From an optimization exercise on the open Yosys and OpenROAD flow, aimed at small area; shortcuts taken in it are not production practice. The RTL was checked by simulation tests, not by an equivalence proof against the original design. Power and IR drop assume default switching activity.

## delta
## saes_core
module saes_core (
    input  wire        clk,
    input  wire        rst,      
    input  wire        req,
    input  wire        we,
    input  wire [3:0]  addr,
    input  wire [15:0] wdata,
    output reg         ack,
    output wire [15:0] rdata
);
clock: 20.0 ns
lec_check: 0
abc_area: 1
cap_margin: 20
core_margin: 2
core_utilization: 40
cts_buf_list: sky130_fd_sc_hd__clkbuf_8
cts_cluster_diameter: 100
cts_cluster_size: 20
gpl_timing_driven: 0
slew_margin: 20
standard.sh (not shown) runs the stock make flow with config.mk's settings and CLKGATE_MAP_FILE= SYNTH_SCRIPT=/design/flow/synth_recipe.tcl, a recipe that flattens the netlist after the stock synthesis.
==> flow/flow/run.sh <==
#!/bin/bash
# Own layout flow: the standard flow, except that
#  - synthesis maps the logic with area-oriented ABC scripts
#    (flow/abc_area*.script), keeping the best of several scripts and seeds
#    (flow/abc_multi.tcl), and without Yosys's adder extraction;
#  - the port buffers are the smallest buffer;
#  - clock tree synthesis inserts no dummy loads.
# The registers, their names and cell types are those of the standard synthesis.
set -euo pipefail
WORK=$(pwd)

# ORFS scripts with our ABC step in place of the single ABC call
rm -rf "$WORK/scripts_area"
cp -r "$FLOW_HOME/scripts" "$WORK/scripts_area"
python3 - "$WORK/scripts_area/synth.tcl" "$WORK/flow/abc_multi.tcl" <<'PY'
import sys
path, multi = sys.argv[1], sys.argv[2]
s = open(path).read()
old = "  log_cmd abc {*}$abc_args\n"
assert s.count(old) == 1
s = s.replace(old, "  source %s\n" % multi)
open(path, "w").write(s)
PY
export FLOW_ABC_DIR="$WORK/flow"

bash standard.sh synth SCRIPTS_DIR="$WORK/scripts_area" ADDER_MAP_FILE= \
    > "$WORK/synth.log" 2>&1
CTS="-sink_clustering_enable -repair_clock_nets -sink_clustering_size 20"
CTS="$CTS -sink_clustering_max_diameter 100 -buf_list sky130_fd_sc_hd__clkbuf_8 -dont_use_dummy_load"
bash standard.sh finish "BUFFER_PORTS_ARGS=-buffer_cell sky130_fd_sc_hd__buf_1" "CTS_ARGS=$CTS" \
    > "$WORK/layout.log" 2>&1
test -f "$WORK/out/final.def"
==> flow/flow/abc_multi.tcl <==
# Sourced by synthesis in place of its single ABC call: map the logic with
# each of the ABC scripts flow/abc_area*.script, each with several deepsyn
# seeds (@SEED@), and keep the mapping with the smallest area.
set abc_seeds {0 1 2 3 4 5 6 7}
set abc_templates [lsort [glob $::env(FLOW_ABC_DIR)/abc_area*.script]]
design -save abc_pre
set best_area ""
set best_try ""
set i 0
foreach tpl $abc_templates {
  foreach seed $abc_seeds {
    design -load abc_pre
    set in [open $tpl r]
    set txt [read $in]
    close $in
    set sc $::env(OBJECTS_DIR)/abc_try_$i.script
    set out [open $sc w]
    puts -nonewline $out [string map [list @SEED@ $seed] $txt]
    close $out
    set try_args $abc_args
    lset try_args [expr {[lsearch -exact $try_args -script] + 1}] $sc
    log_cmd abc {*}$try_args
    set rpt $::env(OBJECTS_DIR)/abc_try_$i.stat
    tee -q -o $rpt stat {*}$lib_args
    set fh [open $rpt r]
    set st [read $fh]
    close $fh
    regexp {Chip area for module '[^']*': ([0-9.]+)} $st -> area
    puts "ABC try $i ([file tail $tpl], seed $seed): area $area"
    if { $best_area eq "" || $area < $best_area } {
      set best_area $area
      set best_try $i
      design -save abc_best
    }
    incr i
  }
}
design -load abc_best
puts "ABC best try $best_try: area $best_area"
Other scripts of this flow, unchanged in this note and not shown: flow/flow/abc_area.script, flow/flow/abc_area2.script, flow/flow/abc_area3.script
Relative to delta, the following input files were edited for gamma:
--- a/flow/flow/abc_multi.tcl
+++ b/flow/flow/abc_multi.tcl
@@ -2,5 +2,5 @@
 # each of the ABC scripts flow/abc_area*.script, each with several deepsyn
 # seeds (@SEED@), and keep the mapping with the smallest area.
-set abc_seeds {0 1 2 3 4 5 6 7}
+set abc_seeds {0 1 2 3}
 set abc_templates [lsort [glob $::env(FLOW_ABC_DIR)/abc_area*.script]]
 design -save abc_pre
### Flow results
Relative to delta, the met2 wire length of gamma is lower by 390 µm. Going from delta to gamma, the largest vdd supply drop was found to have gone up by about 28%. Of gamma and delta, it is gamma that has the lower maximum operating frequency. Summary of the comparison: power in combinational cells is higher in gamma, relative to delta.

-- static timing again, ports no longer ideal --
The results above use ideal ports. As a check the final layouts listed here were re-extracted and re-timed, cells and wires unchanged. Step 1 assumes that a clkbuf_16 drives the clock port and a buf_2 every other input. Step 2 moves the port delays by t, midway between the first and last clock arrival at a register: inputs arrive t later, outputs are due t later. That takes back most of the time a late clock gives input paths. Slacks: ideal / step 1 / step 2; pairs: ideal / step 1.
run | shift t [ns] | setup WS [ns] | worst setup path at the end
delta | 0.470 | 11.309 / 11.321 / 10.851 | input to register
gamma | 0.484 | 10.795 / 10.805 / 10.321 | input to register
After both steps every run listed still meets setup and hold. For gamma, which loses most, drivers alone change the setup slack by +0.010 ns; drivers and shift together by -0.474 ns.
